From an optimization exercise on the open Yosys and OpenROAD flow, aimed at small area, a short achievable clock period and few clock cycles per item; shortcuts taken in it are not production practice. Only simulation tests tie the RTL to the original design; equivalence was not proved.

### run.sh
#!/bin/bash
# synth_recipe.tcl (not shown) runs the flow's synth.tcl, then flattens the netlist and writes it again
# the make line also repeats each setting of config.mk as NAME=value (left out here)
make -C /OpenROAD-flow-scripts/flow DESIGN_CONFIG=/design/flow/config.mk WORK_HOME=/design/flow/orfs CLKGATE_MAP_FILE= SYNTH_SCRIPT=/design/flow/synth_recipe.tcl finish
### constraint.sdc
create_clock -name core_clock -period 60.0 [get_ports {clk}]
set_input_delay 12.0000 -clock core_clock [delete_from_list [all_inputs] [get_ports {clk}]]
set_output_delay 12.0000 -clock core_clock [all_outputs]
set_load 0.01 [all_outputs]
### design.v
module modular_add_sub_unit #(
    parameter integer Q  = 3329,
    parameter integer DW = 12
) (
    input  wire [DW-1:0] a,
    input  wire [DW-1:0] b,
    input  wire          fn,
    output wire [DW-1:0] r
);
    wire [DW:0] sum  = {1'b0, a} + {1'b0, b};
    wire [DW:0] sumq = sum - Q;
    wire [DW:0] diff = {1'b0, a} - {1'b0, b};
    wire [DW:0] difq = diff + Q;
    assign r = fn ? (diff[DW] ? difq[DW-1:0] : diff[DW-1:0])
                  : (sumq[DW] ? sum[DW-1:0] : sumq[DW-1:0]);
endmodule
module modular_mult_unit #(
    parameter integer Q  = 3329,
    parameter integer DW = 12
) (
    input  wire [2*DW-1:0] p,
    output wire [DW-1:0]   r
);
    wire [13:0] h  = p[23:10];
    wire [27:0] qm = ({h, 12'b0} + {h, 10'b0}) - ({h, 6'b0} + {h, 4'b0} + h);
    wire [11:0] q  = qm[27:14];
    wire [12:0] qq = {q, 11'b0} + {q, 10'b0} + {q, 8'b0} + q;    
    wire [12:0] r0 = p[12:0] - qq;
    wire [12:0] r1 = r0 - 13'd3329;
    assign r = r1[12] ? r0[11:0] : r1[11:0];
endmodule
module twiddle_rom (
    input  wire [1:0]  tbl,      
    input  wire [2:0]  idx,
    output reg  [11:0] data
);
    always @(*) begin
        case ({tbl, idx})
            5'b00_000: data = 12'd1;
            5'b00_001: data = 12'd1729;
            5'b00_010: data = 12'd749;
            5'b00_011: data = 12'd40;
            5'b00_100: data = 12'd630;
            5'b00_101: data = 12'd687;
            5'b00_110: data = 12'd2481;
            5'b00_111: data = 12'd1897;
            5'b01_000: data = 12'd1432;
            5'b01_001: data = 12'd848;
            5'b01_010: data = 12'd2642;
            5'b01_011: data = 12'd2699;
            5'b01_100: data = 12'd3289;
            5'b01_101: data = 12'd2580;
            5'b01_110: data = 12'd1600;
            5'b01_111: data = 12'd3328;
            5'b10_000: data = 12'd630;
            5'b10_001: data = 12'd2699;
            5'b10_010: data = 12'd687;
            5'b10_011: data = 12'd2642;
            5'b10_100: data = 12'd2481;
            5'b10_101: data = 12'd848;
            5'b10_110: data = 12'd1897;
            5'b10_111: data = 12'd1432;
            5'b11_000: data = 12'd716;
            5'b11_001: data = 12'd424;
            5'b11_010: data = 12'd1321;
            5'b11_011: data = 12'd3014;
            5'b11_100: data = 12'd3309;
            5'b11_101: data = 12'd1290;
            5'b11_110: data = 12'd800;
            5'b11_111: data = 12'd1664;
            default:   data = 12'd0;
        endcase
    end
endmodule
module ntt_forward_butterfly #(
    parameter integer Q  = 3329,
    parameter integer DW = 12
) (
    input  wire [DW-1:0]   p,
    input  wire [DW-1:0]   r,
    input  wire [DW-1:0]   x,
    input  wire [DW-1:0]   y,
    input  wire            m_fwd,     
    input  wire            m_zero,    
    input  wire            m_r0,      
    input  wire            m_hlv,     
    input  wire            m_sub,     
    output wire [DW-1:0]   d,         
    output wire [2*DW-1:0] prod,
    output wire [DW-1:0]   aux
);
    assign prod = x * y;
    wire [DW-1:0] e;
    modular_add_sub_unit #(.Q(Q), .DW(DW)) u_e (.a(p), .b(m_r0 ? {DW{1'b0}} : r), .fn(1'b0), .r(e));
    modular_add_sub_unit #(.Q(Q), .DW(DW)) u_d (.a(p), .b(r), .fn(1'b1), .r(d));
    wire [DW-1:0] eh = {1'b0, e[DW-1:1]} + (e[0] ? (Q + 1) / 2 : 0);
    assign aux = m_sub ? d : m_fwd ? p : m_zero ? {DW{1'b0}} : m_hlv ? eh : e;
endmodule
module ntt_inverse_butterfly_stage #(
    parameter integer Q  = 3329,
    parameter integer DW = 12
) (
    input  wire [2*DW-1:0] prod,
    input  wire [DW-1:0]   aux,
    input  wire [DW-1:0]   u1,        
    input  wire            m_pass,    
    input  wire            m_fwd,     
    output wire [DW-1:0]   t,
    output wire [DW-1:0]   oa,
    output wire [DW-1:0]   ob
);
    modular_mult_unit #(.Q(Q), .DW(DW)) u_red (.p(prod), .r(t));
    wire [DW-1:0] u, v;
    modular_add_sub_unit #(.Q(Q), .DW(DW)) u_u (.a(u1),  .b(t), .fn(1'b0), .r(u));
    modular_add_sub_unit #(.Q(Q), .DW(DW)) u_v (.a(aux), .b(t), .fn(1'b1), .r(v));
    assign oa = m_pass ? aux : u;
    assign ob = m_fwd ? v : t;
endmodule
module ntt_forward_butterfly_stage (
    input  wire        clk,
    input  wire        rst,
    input  wire        cmd_valid,
    input  wire [31:0] cmd_word,
    output wire        cmd_ready,
    output wire        busy,
    output wire        rsp_valid,
    output wire [15:0] rsp_data
);
    localparam integer Q    = 3329;
    localparam integer N    = 16;
    localparam integer L    = 3;           
    localparam integer H    = N / 2;
    localparam integer DW   = 12;
    localparam integer NH   = 32;          
    localparam [3:0] OP_NOP  = 4'h0, OP_LDC  = 4'h1, OP_RDC  = 4'h2, OP_RDT  = 4'h3,
                     OP_RDS  = 4'h4, OP_NTT  = 4'h5, OP_INTT = 4'h6, OP_PWM  = 4'h7,
                     OP_MADD = 4'h8, OP_MSUB = 4'h9, OP_MMUL = 4'hA, OP_MHLV = 4'hB,
                     OP_FSTG = 4'hC, OP_ISTG = 4'hD;
    wire [3:0]  c_op  = cmd_word[31:28];
    wire [1:0]  c_d   = cmd_word[27:26];
    wire [1:0]  c_a   = cmd_word[25:24];
    wire [7:0]  c_idx = cmd_word[23:16];
    wire [15:0] c_imm = cmd_word[15:0];
    reg [31:0] c_mask;
    always @(*) begin
        case (c_op)
            OP_NOP, OP_RDS:                     c_mask = 32'hFFFF_FFFF;
            OP_LDC:                             c_mask = 32'hF300_0000;
            OP_RDC, OP_RDT:                     c_mask = 32'hFC00_FFFF;
            OP_NTT, OP_INTT:                    c_mask = 32'hF3FF_FFFF;
            OP_PWM, OP_MADD, OP_MSUB, OP_MMUL:  c_mask = 32'hF03F_FFFF;
            OP_MHLV:                            c_mask = 32'hF0FF_FFFF;
            OP_FSTG, OP_ISTG:                   c_mask = 32'hF300_FFFF;
            default:                            c_mask = 32'hF000_0000;
        endcase
    end
    wire c_err_op = (c_op >= 4'hE) || ((cmd_word & c_mask) != {c_op, 28'd0});
    reg c_err_idx;
    always @(*) begin
        case (c_op)
            OP_LDC, OP_RDC:   c_err_idx = (c_idx >= N);
            OP_RDT:           c_err_idx = (c_a == 2'd3) || (c_idx >= H);
            OP_FSTG, OP_ISTG: c_err_idx = (c_idx >= L);
            default:          c_err_idx = 1'b0;
        endcase
    end
    wire c_err_range = (c_op == OP_LDC) && (c_imm >= Q);
    reg  rst_q;
    always @(posedge clk) rst_q <= rst;
    wire idle;
    wire accept    = cmd_valid && idle && !rst;
    wire fault_op  = c_err_op;
    wire fault_idx = !c_err_op && c_err_idx;
    wire fault_rng = !c_err_op && !c_err_idx && c_err_range;
    wire c_ok      = !c_err_op && !c_err_idx && !c_err_range;
    wire c_multi = (c_op >= OP_NTT) && (c_op <= OP_ISTG);
    reg        run_q, drn_q;
    reg [3:0]  op_q;
    reg [1:0]  d_q, a_q, b_q;
    reg [1:0]  stg_q, last_q;
    reg [2:0]  cnt_q;      
    reg [2:0]  rnd_q;      
    wire is_fwd  = (op_q == OP_NTT)  || (op_q == OP_FSTG);
    wire is_inv  = (op_q == OP_INTT) || (op_q == OP_ISTG);
    wire is_bfly = is_fwd || is_inv;
    wire is_pwm  = (op_q == OP_PWM);
    wire is_ew   = (op_q >= OP_MADD) && (op_q <= OP_MHLV);
    wire is_msub = (op_q == OP_MSUB);
    wire is_mmul = (op_q == OP_MMUL);
    wire is_mhlv = (op_q == OP_MHLV);
    assign idle = !run_q || drn_q || rst_q;
    wire   iss  = !idle;
    wire pw_last  = (rnd_q == 3'd4) && (cnt_q == 3'd4);     
    wire last_cnt = is_bfly ? (cnt_q == 3'd3) : is_pwm ? (cnt_q == 3'd4) : (cnt_q == 3'd7);
    wire last_iss = is_bfly ? (cnt_q == 3'd3 && stg_q == last_q)
                  : is_pwm  ? pw_last : (cnt_q == 3'd7);
    always @(posedge clk) begin
        if (idle) begin
            run_q <= 1'b0;
            drn_q <= 1'b0;
            if (accept && c_ok && c_multi) begin
                run_q  <= 1'b1;
                op_q   <= c_op;
                d_q    <= c_d;
                a_q    <= c_a;
                b_q    <= cmd_word[23:22];
                cnt_q  <= (c_op == OP_PWM) ? 3'd4 : 3'd0;    
                rnd_q  <= 3'd0;
                if (c_op == OP_FSTG || c_op == OP_ISTG) begin
                    stg_q  <= c_idx[1:0];
                    last_q <= c_idx[1:0];
                end else begin
                    stg_q  <= 2'd0;
                    last_q <= L - 1;
                end
            end
        end else begin
            if (last_iss)
                drn_q <= 1'b1;
            if (last_cnt) begin
                cnt_q <= 3'd0;
                if (is_bfly) stg_q <= stg_q + 2'd1;
                if (is_pwm)  rnd_q <= rnd_q + 3'd1;
            end else begin
                cnt_q <= cnt_q + 3'd1;
            end
        end
    end
    wire [1:0] s  = cnt_q[1:0];
    wire [1:0] lm = is_fwd ? (2'd3 - stg_q) : (2'd1 + stg_q);
    reg  [2:0] j0h;    
    reg  [2:0] jmh;    
    always @(*) begin
        case (lm)
            2'd3:    begin j0h = {1'b0, s};          jmh = {1'b1, s};          end
            2'd2:    begin j0h = {s[1], 1'b0, s[0]}; jmh = {s[1], 1'b1, s[0]}; end
            default: begin j0h = {s, 1'b0};          jmh = {s, 1'b1};          end
        endcase
    end
    reg [2:0] bf_k;
    always @(*) begin
        if (is_fwd)
            case (stg_q)
                2'd0:    bf_k = 3'd1;
                2'd1:    bf_k = {2'b01, s[1]};
                default: bf_k = {1'b1, s};
            endcase
        else
            case (stg_q)
                2'd0:    bf_k = {1'b0, s};
                2'd1:    bf_k = {2'b10, s[1]};
                default: bf_k = 3'd6;
            endcase
    end
    wire [2:0] r2  = {rnd_q[1:0], 1'b0} - 3'd2;      
    wire sl0 = (cnt_q == 3'd0), sl1 = (cnt_q == 3'd1), sl2 = (cnt_q == 3'd2),
         sl3 = (cnt_q == 3'd3), sl4 = (cnt_q == 3'd4);
    wire p_ok  = (rnd_q >= 3'd1) && (rnd_q <= 3'd4);    
    wire qm_ok = (rnd_q >= 3'd2);                       
    wire pw_first = (rnd_q == 3'd0);                    
    wire pw_lastr = (rnd_q == 3'd4);                    
    reg [2:0] pw_p0, pw_r0, pw_p1, pw_r1;
    always @(*) begin
        case (cnt_q)
            3'd0:    begin pw_p0 = r2 - 3'd1; pw_r0 = r2 - 3'd1; pw_p1 = r2;        pw_r1 = r2;        end
            3'd1:    begin pw_p0 = r2;        pw_r0 = r2 + 3'd1; pw_p1 = r2 + 3'd1; pw_r1 = r2;        end
            3'd3:    begin pw_p0 = r2 + 3'd3; pw_r0 = r2;        pw_p1 = r2;        pw_r1 = r2 + 3'd3; end
            default: begin pw_p0 = r2;        pw_r0 = r2;        pw_p1 = r2 + 3'd3; pw_r1 = r2 + 3'd3; end
        endcase
        if (sl3 && pw_lastr) begin pw_p0 = r2 + 3'd1; pw_r0 = r2 + 3'd1; end
        if (sl4 && pw_first) pw_p0 = r2 + 3'd3;
        if (sl4 && pw_lastr) pw_p1 = r2;
    end
    reg [5:0] rda_q;       
    always @(posedge clk)
        if (accept) rda_q <= {c_idx[0], c_a, c_idx[3:1]};
    reg [NH*DW-1:0] mem_e, mem_o;
    reg [1:0] bank_p, bank_r;
    reg [2:0] ie_p, ie_r, io_p, io_r;
    always @(*) begin
        bank_p = a_q; bank_r = b_q;
        ie_p = cnt_q; ie_r = cnt_q; io_p = cnt_q; io_r = cnt_q;
        if (!run_q) begin
            bank_p = rda_q[4:3];
            ie_p = rda_q[2:0]; io_p = rda_q[2:0];
        end else if (is_bfly) begin
            bank_p = d_q; bank_r = d_q;
            ie_p = j0h; io_p = j0h; ie_r = jmh; io_r = jmh;
        end else if (is_pwm) begin
            ie_p = pw_p0; ie_r = pw_r0; io_p = pw_p1; io_r = pw_r1;
        end
    end
    wire [4:0] ae_p = {bank_p, ie_p};
    wire [4:0] ae_r = {bank_r, ie_r};
    wire [4:0] ao_p = {bank_p, io_p};
    wire [4:0] ao_r = {bank_r, io_r};
    wire [NH-1:0] se_p = {{(NH-1){1'b0}}, 1'b1} << ae_p;
    wire [NH-1:0] se_r = {{(NH-1){1'b0}}, 1'b1} << ae_r;
    wire [NH-1:0] so_p = {{(NH-1){1'b0}}, 1'b1} << ao_p;
    wire [NH-1:0] so_r = {{(NH-1){1'b0}}, 1'b1} << ao_r;
    reg  [DW-1:0] p0, r0, p1, r1;
    integer gk;
    always @(*) begin
        p0 = {DW{1'b0}}; r0 = {DW{1'b0}}; p1 = {DW{1'b0}}; r1 = {DW{1'b0}};
        for (gk = 0; gk < NH; gk = gk + 1) begin
            p0 = p0 | (mem_e[gk*DW +: DW] & {DW{se_p[gk]}});
            r0 = r0 | (mem_e[gk*DW +: DW] & {DW{se_r[gk]}});
            p1 = p1 | (mem_o[gk*DW +: DW] & {DW{so_p[gk]}});
            r1 = r1 | (mem_o[gk*DW +: DW] & {DW{so_r[gk]}});
        end
    end
    wire [DW-1:0] tw_bf, tw_zp, tw_zq;
    twiddle_rom u_rom_bf (.tbl(is_fwd ? 2'd0 : 2'd3), .idx(bf_k),       .data(tw_bf));
    twiddle_rom u_rom_zp (.tbl(2'd2),                  .idx(r2),         .data(tw_zp));
    twiddle_rom u_rom_zq (.tbl(2'd2),                  .idx(r2 + 3'd1),  .data(tw_zq));
    wire [DW-1:0] rdt_data;
    twiddle_rom u_rom_host (.tbl(c_a), .idx(c_idx[2:0]), .data(rdt_data));
    reg [DW-1:0] tap_q, taq_q, tb_q, tcp_q, tcq_q;
    wire [DW-1:0]   d0, d1, aux0, aux1;
    wire [2*DW-1:0] pr0, pr1;
    reg [DW-1:0] x0, y0, x1, y1;
    always @(*) begin
        x0 = tw_bf; y0 = is_inv ? d0 : r0;
        x1 = tw_bf; y1 = is_inv ? d1 : r1;
        if (is_mmul) begin x0 = p0; x1 = p1; end
        if (is_pwm) begin
            x0 = sl2 ? tw_zp : p0;
            y0 = sl2 ? tap_q : ((sl0 || sl4) && !(sl4 && pw_first)) || (sl3 && pw_lastr) ? r0 : r1;
            x1 = sl2 ? tw_zq : p1;
            y1 = sl2 ? taq_q : (sl0 || sl4) && !(sl4 && pw_lastr) ? r1 : r0;
        end
    end
    ntt_forward_butterfly #(.Q(Q), .DW(DW)) u_l0s1 (
        .p(p0), .r(r0), .x(x0), .y(y0),
        .m_fwd(is_fwd), .m_zero(is_mmul), .m_r0(is_mhlv), .m_hlv(is_inv || is_mhlv), .m_sub(is_msub),
        .d(d0), .prod(pr0), .aux(aux0));
    ntt_forward_butterfly #(.Q(Q), .DW(DW)) u_l1s1 (
        .p(p1), .r(r1), .x(x1), .y(y1),
        .m_fwd(is_fwd), .m_zero(is_mmul), .m_r0(is_mhlv), .m_hlv(is_inv || is_mhlv), .m_sub(is_msub),
        .d(d1), .prod(pr1), .aux(aux1));
    reg          wa0_en, wb0_en, wa1_en, wb1_en;
    reg [2:0]    wa0_i, wb0_i, wa1_i, wb1_i;
    always @(*) begin
        wa0_en = 1'b0; wb0_en = 1'b0; wa1_en = 1'b0; wb1_en = 1'b0;
        wa0_i = cnt_q; wb0_i = jmh; wa1_i = cnt_q; wb1_i = jmh;
        if (iss) begin
            if (is_bfly) begin
                wa0_en = 1'b1; wb0_en = 1'b1; wa1_en = 1'b1; wb1_en = 1'b1;
                wa0_i = j0h; wa1_i = j0h;
            end else if (is_ew) begin
                wa0_en = 1'b1; wa1_en = 1'b1;
            end else if (is_pwm) begin
                wa0_en = (sl0 && qm_ok) || (sl4 && p_ok) || (sl3 && pw_lastr);
                wa0_i  = pw_p0;                  
                wa1_en = (sl1 && p_ok) || (sl3 && p_ok && !pw_lastr) || (sl4 && pw_lastr);
                wa1_i  = pw_p1;                  
            end
        end
    end
    reg [2*DW-1:0] pr0_q, pr1_q;
    reg [DW-1:0]   aux0_q, aux1_q;
    reg            s2_fwd, s2_pass, s2_pwm;
    reg            s2_tap, s2_taq, s2_tb, s2_tc;    
    reg            s2_ucq;            
    reg [1:0]      s2_bank;
    reg            s2_wa0, s2_wb0, s2_wa1, s2_wb1;
    reg [2:0]      s2_ia0, s2_ib0, s2_ia1, s2_ib1;
    always @(posedge clk) begin
        pr0_q   <= pr0;
        pr1_q   <= pr1;
        aux0_q  <= aux0;
        aux1_q  <= aux1;
        s2_fwd  <= is_fwd;
        s2_pass <= is_inv || (is_ew && !is_mmul);
        s2_pwm  <= is_pwm;
        s2_tap  <= is_pwm && sl0;
        s2_taq  <= is_pwm && sl4;
        s2_tb   <= is_pwm && (sl1 || (sl3 && !pw_lastr) || (sl4 && pw_first));
        s2_tc   <= is_pwm && sl2;
        s2_ucq  <= sl0 || sl3;
        s2_bank <= d_q;
        s2_ia0  <= wa0_i;
        s2_ib0  <= wb0_i;
        s2_ia1  <= wa1_i;
        s2_ib1  <= wb1_i;
        s2_wa0  <= wa0_en;
        s2_wb0  <= wb0_en;
        s2_wa1  <= wa1_en;
        s2_wb1  <= wb1_en;
    end
    wire [DW-1:0] t0, t1, oa0, ob0, oa1, ob1;
    wire [DW-1:0] u1_0 = s2_pwm ? (s2_ucq ? tcq_q : tcp_q) : aux0_q;
    wire [DW-1:0] u1_1 = s2_pwm ? tb_q : aux1_q;
    ntt_inverse_butterfly_stage #(.Q(Q), .DW(DW)) u_l0s2 (
        .prod(pr0_q), .aux(aux0_q), .u1(u1_0), .m_pass(s2_pass), .m_fwd(s2_fwd),
        .t(t0), .oa(oa0), .ob(ob0));
    ntt_inverse_butterfly_stage #(.Q(Q), .DW(DW)) u_l1s2 (
        .prod(pr1_q), .aux(aux1_q), .u1(u1_1), .m_pass(s2_pass), .m_fwd(s2_fwd),
        .t(t1), .oa(oa1), .ob(ob1));
    always @(posedge clk) begin
        if (s2_tap) tap_q <= t1;                         
        if (s2_taq) taq_q <= t1;                         
        if (s2_tb)  tb_q  <= t0;                         
        if (s2_tc) begin tcp_q <= t0; tcq_q <= t1; end   
    end
    wire host_ldc = accept && c_ok && (c_op == OP_LDC);
    reg          ld_v;
    reg [1:0]    ld_bank;
    reg [3:0]    ld_idx;
    reg [DW-1:0] ld_data;
    always @(posedge clk) begin
        ld_v    <= host_ldc;           
        ld_bank <= c_d;
        ld_idx  <= c_idx[3:0];
        ld_data <= c_imm[DW-1:0];
    end
    wire [1:0] wbank = ld_v ? ld_bank : s2_bank;
    wire          ha0 = ld_v && !ld_idx[0];
    wire          ha1 = ld_v &&  ld_idx[0];
    wire [DW-1:0] wd_a0 = ld_v ? ld_data : oa0;
    wire [DW-1:0] wd_a1 = ld_v ? ld_data : oa1;
    genvar gb, gi;
    generate
        for (gb = 0; gb < 4; gb = gb + 1) begin : g_bank
            for (gi = 0; gi < H; gi = gi + 1) begin : g_word
                wire he_a = (s2_wa0 && s2_ia0 == gi) || (ha0 && ld_idx[3:1] == gi);
                wire he_b = s2_wb0 && s2_ib0 == gi;
                wire ho_a = (s2_wa1 && s2_ia1 == gi) || (ha1 && ld_idx[3:1] == gi);
                wire ho_b = s2_wb1 && s2_ib1 == gi;
                always @(posedge clk) begin
                    if (wbank == gb && (he_a || he_b))
                        mem_e[(gb*H+gi)*DW +: DW] <= he_b ? ob0 : wd_a0;
                    if (wbank == gb && (ho_a || ho_b))
                        mem_o[(gb*H+gi)*DW +: DW] <= ho_b ? ob1 : wd_a1;
                end
            end
        end
    endgenerate
    reg [2:0]  status_q;
    reg        rsp_v_q;
    reg [15:0] rsp_d_q;
    reg        rsp_rd_q;
    wire [DW-1:0] rdc_data = rda_q[5] ? p1 : p0;
    always @(posedge clk) begin
        if (rst_q)
            status_q <= accept ? {fault_rng, fault_idx, fault_op} : 3'd0;
        else if (accept) begin
            if (fault_op)  status_q[0] <= 1'b1;
            if (fault_idx) status_q[1] <= 1'b1;
            if (fault_rng) status_q[2] <= 1'b1;
        end
    end
    always @(posedge clk) begin
        begin
            rsp_v_q  <= 1'b0;
            rsp_rd_q <= 1'b0;
            if (accept) begin
                if (!c_err_op) begin
                    case (c_op)
                        OP_RDC: begin
                            rsp_v_q  <= 1'b1;
                            rsp_rd_q <= !c_err_idx;
                            rsp_d_q  <= 16'hFFFF;
                        end
                        OP_RDT: begin
                            rsp_v_q <= 1'b1;
                            rsp_d_q <= c_err_idx ? 16'hFFFF : {{(16-DW){1'b0}}, rdt_data};
                        end
                        OP_RDS: begin
                            rsp_v_q <= 1'b1;
                            rsp_d_q <= {13'd0, rst_q ? 3'd0 : status_q};
                        end
                        default: ;
                    endcase
                end
            end
        end
    end
    assign cmd_ready = idle && !rst;
    assign busy      = !idle;
    assign rsp_valid = rsp_v_q && !rst;
    assign rsp_data  = rsp_rd_q ? {{(16-DW){1'b0}}, rdc_data} : rsp_d_q;
endmodule
### config.mk
export PLATFORM = sky130hd
export DESIGN_NAME = ntt_forward_butterfly_stage
export DESIGN_NICKNAME = ntt_forward_butterfly_stage
export VERILOG_FILES = /design/flow/design.v
export SDC_FILE = /design/flow/constraint.sdc
export NUM_CORES = 4
export LEC_CHECK = 0
export ABC_AREA = 1
export CAP_MARGIN = 20
export CORE_MARGIN = 2
export CORE_UTILIZATION = 40
export SLEW_MARGIN = 20
==> results of run 1 <==
layout make-up:
class | instances | area [um2]
fill | 17300 | 96900
clock buffer | 135 | 3090
timing repair buffer | 245 | 1970
inverter | 1273 | 4780
sequential | 988 | 28500
clock inverter | 87 | 813
tap | 2340 | 2930
multi-input combinational | 5787 | 36900
antenna | 21 | 52.6
worst max-delay path: stages:
cell and delay [ns]:
clkdlybuf4s50_1 0.43, or2_2 0.30, inv_1 0.08, clkdlybuf4s50_1 0.53
metrics by stage:
stage	setup slack [ns]	hold WS (ns)	area [um2]
detailed placement	34.66	0.491	75000
global placement	34.60	0.485	75000
floorplan	35.63	0.445	70700
finish	34.66	0.500	79000
global route	34.61	0.525	79000
CTS	34.66	0.509	78900
cell families after synthesis:
kind of cell	synth area share (%)
adder cells (fa/ha/maj)	14.9
buffers and inverters	7.98
flip-flops	40.3
multiplexers	0.0920
AND/OR/NAND/NOR	20.3
AO/OA/AOI/OAI	13.3
XOR/XNOR	3.13
synth_stat cells (all sizes together), types with 38 or more instances:
| master | instances | area [um2] |
|---|---|---|
| buf | 62 | 383 |
| a22oi | 38 | 285 |
| a21oi | 378 | 1930 |
| a31oi | 58 | 363 |
| nor4 | 80 | 507 |
| fa | 274 | 5490 |
| nand2 | 2034 | 7810 |
| xnor2 | 56 | 509 |
| ha | 402 | 5030 |
| dfxtp | 117 | 2340 |
| nor2 | 715 | 2950 |
| a22o | 61 | 534 |
| o21ai | 459 | 2340 |
| o22ai | 141 | 882 |
| nand3 | 316 | 1680 |
| clkbuf | 124 | 465 |
| edfxtp | 871 | 26200 |
| xor2 | 191 | 1710 |
| inv | 1242 | 4670 |
| nand4 | 136 | 897 |
| o2111ai | 90 | 788 |
| a221oi | 74 | 648 |
registers in the layout, indices dropped and copies added (netlist names), 13 cells and up:
name / cells
pr0_q: 24
mem_o: 384
mem_e: 384
rsp_d_q: 13
pr1_q: 24
metal layers:
| layer | global-route usage, % | routed length [um] | share of wire (%) | up-vias |
|---|---|---|---|---|
| met1 | 48.2 | 132000 | 37 | 32200 |
| met2 | 56.0 | 146000 | 42 | 4789 |
| met5 | 0 | 98 | 0.028 | - |
| met4 | 24.6 | 27800 | 7.9 | 14 |
| met3 | 12.5 | 46100 | 13 | 1228 |
| li1 | - | - | - | 28300 |
worst paths after layout:
| check | from | to | slack, ns | depth (start not counted) |
|---|---|---|---|---|
| worst min register to register | d_q[1] | s2_bank[1] | 0.50 | 0 |
| worst min-delay path | d_q[1] | s2_bank[1] | 0.50 | 0 |
| worst max register to register | op_q[3] | pr0_q[22] | 45.26 | 53 |
| worst max-delay path | rst | cmd_ready | 34.66 | 4 |
==> impl_metrics.ini, run 1 <==
[status]
status = complete, no violations

[layout]
post_route_cells_drive_above_1_share_pct = 8.24
layout_commonest_cell = nand2_1
post-route-util_pct = 44.9
final_cell_mix = 1,973 x nand2_1, 1,188 x inv_1, 871 x edfxtp_1, 585 x nor2_1, 418 x o21ai_0
final_cells = 10900
nets = 9123
area_growth_pct = 11.8

[critical_path]
critPathRequiredTime_ns = 48.00
worstSetupStartpointType = primary input
critPathCaptureType = output pin
setup.worst_path.class = primary input to output pin
arrival_ns = 13.34
critPathMaxFanout = 3

[clock_network]
cts_tree = done
root_buffer = clkbuf_16
cts-buffers-inserted = 117
clock_latency_ns = 0.81
cts_setup_buffers = 0
postCtsResizedCells = 0
hold_buffers = 0
clockBufferDepth = 3
clock_sinks = 988
clkTransAtPathRegs_ns = 0.06
htreeDepth = 3

[placed_design]
placed_cells = 10600
io_buffers = 53
dp_hpwl_mm = 255
gp_congestion = 1.07

[logic_synthesis]
synth_cells = 8235
synth_ff_type = edfxtp_1
syn_avg_cell_area_um2 = 8.58
synth-edff-count = 871
synth_nets = 8946
synth_area_um2 = 70700
yosysUniqueCellTypes = 83
synth_seq_cells = 988
async_flop_share_pct = 0
yosys_warnings = 2
synth_seq_area_share_pct = 40.3

[route]
ant_nets = 0
wl_per_cell_um = 32.3
firstDrtPassIters = 8
routed_wl_mm = 352
drtIter0Drc = 9643
dr_total_vias = 66600
drc = 0
via_per_inst = 6.12

[timing]
fin_crit_sh_pct = 42.2
maxSlewViolCount = 0
setup-tns-final_ns = 0
rsz0062_at_grt = false
period_needed_ns = 25.34
slew-limit-headroom_pct = 10.5
max_slew.worst_pin.slew_ns = 1.34
setup_violations = 0
finClkSkew_ns = 0.0355
max_clock_freq_mhz = 39.5
finalHoldViolCount = 0

[floorplanning]
io_pins = 54
core_area_um2 = 176000
die_y_um = 424
num_rows = 154
die_area_um2 = 180000
die_w_um = 424
initial_core_util_pct = 40.2

[grt]
grt_max_degree = 50
gr-total-overflow = 0
grt_pass1_vias = 62500
grt_pass1_wl_mm = 480
grt_use_total_pct = 38.2
antenna_found_initial = 19

[worst_hold_path]
hp-class = flip-flop to flip-flop

[job]
max_cap_violations = 0
Testbench counts, summed over its fixed seeds: cycles 20,936, items 192.
==> run 2: changes to the inputs <==
--- a/config.mk
+++ b/config.mk
@@ -10,3 +10,7 @@
 export CORE_MARGIN = 2
-export CORE_UTILIZATION = 40
+export CORE_UTILIZATION = 52
+export CTS_BUF_LIST = sky130_fd_sc_hd__clkbuf_8
+export CTS_CLUSTER_DIAMETER = 45
+export CTS_CLUSTER_SIZE = 14
+export PLACE_DENSITY = 0.65
 export SLEW_MARGIN = 20
==> impl_metrics.ini, run 2 <==
[status]
status = complete, no violations

[timing]
setup-tns-final_ns = 0
rsz0062_at_grt = false
maxSlewViolCount = 0
period_needed_ns = 25.40
finalHoldViolCount = 0
fin_crit_sh_pct = 42.3
holdWs_ns = 0.521
finClkSkew_ns = 0.0717
setup_violations = 0
max_slew.worst_pin.slew_ns = 1.21
slew-limit-headroom_pct = 18.6
max_clock_freq_mhz = 39.4

[clock_network]
cts-buffers-inserted = 139
root_buffer = clkbuf_8
clockBufferDepth = 3
hold_buffers = 0
clock_sinks = 988
cts_setup_buffers = 0
htreeDepth = 4
cts_tree = done
clock_latency_ns = 0.96
postCtsResizedCells = 0
clkTransAtPathRegs_ns = 0.08

[critical_path]
slowest_stage = clkdlybuf4s50_1
critPathCaptureType = output pin
critPathMaxFanout = 3
critPathRequiredTime_ns = 48.00
crit_chain = clkdlybuf4s50_1 > or2_2 > inv_1 > clkdlybuf4s50_1
worstSetupStartpointType = primary input
setup.worst_path.class = primary input to output pin
slowest_delay_ns = 0.55
crit_top_cell = clkdlybuf4s50_1
arrival_ns = 13.40

[floorplanning]
num_rows = 135
io_pins = 54
die_y_um = 373
core_area_um2 = 135000
initial_core_util_pct = 52.3
die_w_um = 373
die_area_um2 = 139000

[logic_synthesis]
synth.top_cells.by_count = 1,973 x nand2_1, 1,188 x inv_1, 871 x edfxtp_1
synth-edff-count = 871
synth_seq_cells = 988
synth_top_cell_area_share_pct = 37.0
yosysMostFrequentCell = nand2_1
synth_ff_type = edfxtp_1
synth_area_um2 = 70700
synth_fa_ha_area_share_pct = 14.9
yosysUniqueCellTypes = 83
yosys_warnings = 2
synthTopCellsByArea = edfxtp_1 37%, nand2_1 10%, fa_1 7.8%
yosys.area_share.xor_xnor_pct = 3.13
yosys.area_share.simple_pct = 20.3
yosys-mux-area-fraction_pct = 0.0920
synth_cells = 8235
synth_nets = 8946
synth_compound_area_share_pct = 13.3
synth_seq_area_share_pct = 40.3
async_flop_share_pct = 0
syn_avg_cell_area_um2 = 8.58
synth_top_family_by_area = simple AND/OR/NAND/NOR gates
yosys.area.top_type = edfxtp_1

[route]
drc = 0
routed_wl_mm = 346
dr_total_vias = 68000
drtIter0Drc = 11600
ant_nets = 0
via_per_inst = 6.58
wl_per_cell_um = 33.5
firstDrtPassIters = 10

[placed_design]
io_buffers = 53
dp_hpwl_mm = 249
gp_congestion = 1.12

[grt]
gr-total-overflow = 0
grt_max_degree = 50
grt_pass1_vias = 63200
grt_use_total_pct = 48.8
antenna_found_initial = 21
grt_pass1_wl_mm = 473

[layout]
post_route_cells_drive_above_1_share_pct = 8.72
layout_commonest_cell = nand2_1
reg.largest.list = mem_e: 384 flops, mem_o: 384 flops
post-route-util_pct = 57.4
final_cell_mix = 1,973 x nand2_1, 1,193 x inv_1, 871 x edfxtp_1, 595 x nor2_1, 419 x o21ai_0
nets = 9146
area_growth_pct = 9.80

[job]
max_cap_violations = 0

[worst_hold_path]
hp-class = flip-flop to flip-flop
## run 2: changes by cell type in the layout (fill, tap and decap cells not counted), sizes merged
cell | before | now
diode | 21 | 15
clkinvlp | 8 | 12
clkbuf | 135 | 141
inv | 1257 | 1294
clkinv | 87 | 61
bufinv | 8 | 16
buf | 192 | 193
## run 2: final timing paths
| path | startpoint | endpoint | slack, ns | depth (start not counted) |
|---|---|---|---|---|
| max | rst | cmd_ready | 34.60 | 4 |
| min | d_q[1] | s2_bank[1] | 0.52 | 0 |
| max reg2reg | op_q[3] | pr1_q[22] | 45.18 | 65 |
| min reg2reg | d_q[1] | s2_bank[1] | 0.52 | 0 |
## run 2: metrics by stage
step           worst slack (ns)  cell area, um2  cells
2_1_floorplan             35.63           70700   8235
4_1_cts                   34.60           77600  10300
6_report                  34.60           77600  10300
3_3_place_gp              34.58           74200  10100
5_1_grt                   34.56           77600  10300
3_5_place_dp              34.61           74300  10100
## run 2: cell families (layout without fill, tap and decap cells)
family,count (synthesis),in the layout
buffers and inverters,1460,1770
and+or+nand+nor,3361,3361
AOI/OAI and AO/OA,1497,1497
muxes,6,6
adders and majority gates,676,676
other,0,15
xor gates and xnor gates,247,247
DFF,988,988
## run 2: per-layer routing
layer / track usage [%] / up-vias / share of wire (%)
li1: - / 28300 / -
met1: 61.0 / 32200 / 35
met2: 67.6 / 5804 / 39
met3: 20.6 / 1616 / 16
met4: 35.1 / 22 / 9.1
met5: 0 / - / 0.044
## run 2: critical path: cells and delay by family
| family | cells | cell delay [ns] |
|---|---|---|
| buffers and inverters | 3 | 1.09 |
| and+or+nand+nor | 1 | 0.32 |
## run 2: cell type report
| type | count | area, um2 |
|---|---|---|
| antenna | 15 | 37.5 |
| clock buffer | 141 | 1940 |
| clock inverter | 110 | 1340 |
| fill | 12300 | 57500 |
| inverter | 1273 | 4780 |
| multi-input combinational | 5787 | 36800 |
| sequential | 988 | 28500 |
| tap | 1781 | 2230 |
| timing repair buffer | 246 | 1980 |
==> run 3: changes to the inputs <==
--- a/config.mk
+++ b/config.mk
@@ -10,7 +10,7 @@
 export CORE_MARGIN = 2
-export CORE_UTILIZATION = 52
+export CORE_UTILIZATION = 56
 export CTS_BUF_LIST = sky130_fd_sc_hd__clkbuf_8
-export CTS_CLUSTER_DIAMETER = 45
-export CTS_CLUSTER_SIZE = 14
-export PLACE_DENSITY = 0.65
+export CTS_CLUSTER_DIAMETER = 50
+export CTS_CLUSTER_SIZE = 16
+export PLACE_DENSITY = 0.68
 export SLEW_MARGIN = 20
==> impl_metrics.ini, run 3 <==
[status]
status = complete, no violations

[grt]
gr-total-overflow = 0
antenna_found_initial = 22
grt_pass1_vias = 63300
grt_max_degree = 48
grt_pass1_wl_mm = 456
grt_use_total_pct = 50.1

[critical_path]
critPathMaxFanout = 3
setup.worst_path.class = primary input to output pin
arrival_ns = 13.40
critPathCaptureType = output pin
worstSetupStartpointType = primary input
critPathRequiredTime_ns = 48.00

[layout]
post_route_cells_drive_above_1_share_pct = 8.23
layout_commonest_cell = nand2_1
final_cell_mix = 1,973 x nand2_1, 1,198 x inv_1, 871 x edfxtp_1, 580 x nor2_1, 418 x o21ai_0
multi_input_area_um2 = 36800
area_growth_pct = 8.41
nFillCells = 10900
seq_area_um2 = 28500
nets = 9108
reg.largest.list = mem_e: 384 flops, mem_o: 384 flops

[logic_synthesis]
synthTopCellsByArea = edfxtp_1 37%, nand2_1 10%, fa_1 7.8%
synth_cells = 8235
synth_seq_area_share_pct = 40.3
synth.top_cells.by_count = 1,973 x nand2_1, 1,188 x inv_1, 871 x edfxtp_1
synth_nets = 8946
yosysMostFrequentCell = nand2_1
syn_avg_cell_area_um2 = 8.58
yosysUniqueCellTypes = 83
synth_area_um2 = 70700
async_flop_share_pct = 0
yosys_warnings = 2
synth_ff_type = edfxtp_1
synth_seq_cells = 988
synth_top_cell_area_share_pct = 37.0
synth-edff-count = 871
yosys.area.top_type = edfxtp_1

[timing]
setup-tns-final_ns = 0
setup_violations = 0
fin_crit_sh_pct = 42.3
layout_setup_ws_ns = 34.60
finalHoldViolCount = 0
maxSlewViolCount = 0
finClkSkew_ns = 0.111
period_needed_ns = 25.40
rsz0062_at_grt = false
max_slew.worst_pin.slew_ns = 1.30
slew-limit-headroom_pct = 12.3
max_clock_freq_mhz = 39.4

[clock_network]
cts_tree = done
postCtsResizedCells = 0
hold_buffers = 0
clockBufferDepth = 3
root_buffer = clkbuf_8
htreeDepth = 3
clkTransAtPathRegs_ns = 0.09
cts-buffers-inserted = 108
cts_setup_buffers = 0
clock_latency_ns = 0.96
clock_sinks = 988

[placed_design]
gp_congestion = 1.19
dp_hpwl_mm = 236
dp_slack_ns = 34.61
io_buffers = 53

[route]
ant_nets = 0
via_per_inst = 6.69
routed_wl_mm = 330
firstDrtPassIters = 17
drtIter0Drc = 12800
drc = 0
dr_total_vias = 68000
wl_per_cell_um = 32.5

[worst_hold_path]
hp-class = flip-flop to flip-flop

[floorplanning]
io_pins = 54
num_rows = 130
die_w_um = 359
core_area_um2 = 125000
initial_core_util_pct = 56.4
die_y_um = 359
die_area_um2 = 129000

[job]
max_cap_violations = 0
## run 3: cell counts after synthesis
Identical to the previous run, type by type.
## run 3: worst max-delay path, stage by stage
cell and delay, ns:
clkdlybuf4s50_1 0.44, or2_2 0.32, inv_1 0.10, clkdlybuf4s50_1 0.55
## run 3: worst paths after layout
| kind | start | end | slack (ns) | cells past startpoint |
|---|---|---|---|---|
| setup / recovery | rst | cmd_ready | 34.60 | 4 |
| hold / removal | d_q[1] | s2_bank[1] | 0.50 | 0 |
| setup reg to reg | op_q[3] | pr1_q[22] | 45.29 | 65 |
| hold reg to reg | d_q[1] | s2_bank[1] | 0.50 | 0 |
## run 3: layer usage
layer / vias up / track usage, % / share of wire (%)
li1: 28200 / - / -
met1: 31700 / 60.7 / 34
met2: 6168 / 68.0 / 38
met3: 1825 / 25.5 / 18
met4: 24 / 36.5 / 9.8
met5: - / 1.15 / 0.12
## run 3: cell type report
type | instances | share of cell area [%]
clock inverter | 87 | 1.16
sequential | 988 | 37.2
antenna | 20 | 0.0653
tap | 1650 | 2.69
timing repair buffer | 239 | 2.52
multi-input combinational | 5787 | 48.1
clock buffer | 115 | 2.07
inverter | 1273 | 6.24
## run 3: cells by family (layout without fill, tap and decap cells)
kind of cell | count (synthesis) | count (layout) | share of synthesized area (%)
buffers and inverters | 1460 | 1714 | 7.98
AO/OA/AOI/OAI | 1497 | 1497 | 13.3
multiplexers | 6 | 6 | 0.0920
AND/OR/NAND/NOR | 3361 | 3361 | 20.3
flip-flops | 988 | 988 | 40.3
other | 0 | 20 | 0
XOR/XNOR | 247 | 247 | 3.13
adder cells (fa/ha/maj) | 676 | 676 | 14.9
## run 3: metrics by stage
stage               util, %  cells  hold slack [ns]  cell area, um2
detailed placement     59.1   9934            0.473           74100
CTS                    61.0  10100            0.493           76500
global placement       59.0   9934            0.457           74100
global route           61.1  10100            0.498           76600
finish                 61.1  10200            0.501           76600
floorplan                 -   8235            0.445           70700

what the ideal ports hide:
The results above use ideal ports. As a check the final layouts listed here were re-extracted and re-timed, cells and wires unchanged. Step 1: set_driving_cell puts a clkbuf_16 on clk and a buf_2 on each other input, an assumption about the parent block. Step 2, shift: input delay + t, output delay - t, t = (earliest + latest rising clock arrival at the registers) / 2. This alone moves slack from input paths to output paths. a / b / c = ideal / step 1 / step 2; a / b = the first two.
| run | t, ns | slack for setup (ns) | worst setup path at the end | clock arrival spread, ns | worst data-port slew with drivers (ns) |
|---|---|---|---|---|---|
| run 1 | 0.871 | 34.661 / 34.639 / 34.639 | input to output | 0.039 / 0.039 | 0.04 |
| run 2 | 1.002 | 34.601 / 34.579 / 34.579 | input to output | 0.091 / 0.091 | 0.09 |
| run 3 | 0.990 | 34.598 / 34.577 / 34.577 | input to output | 0.111 / 0.111 | 0.06 |
After both steps setup and hold are still met in every run listed.
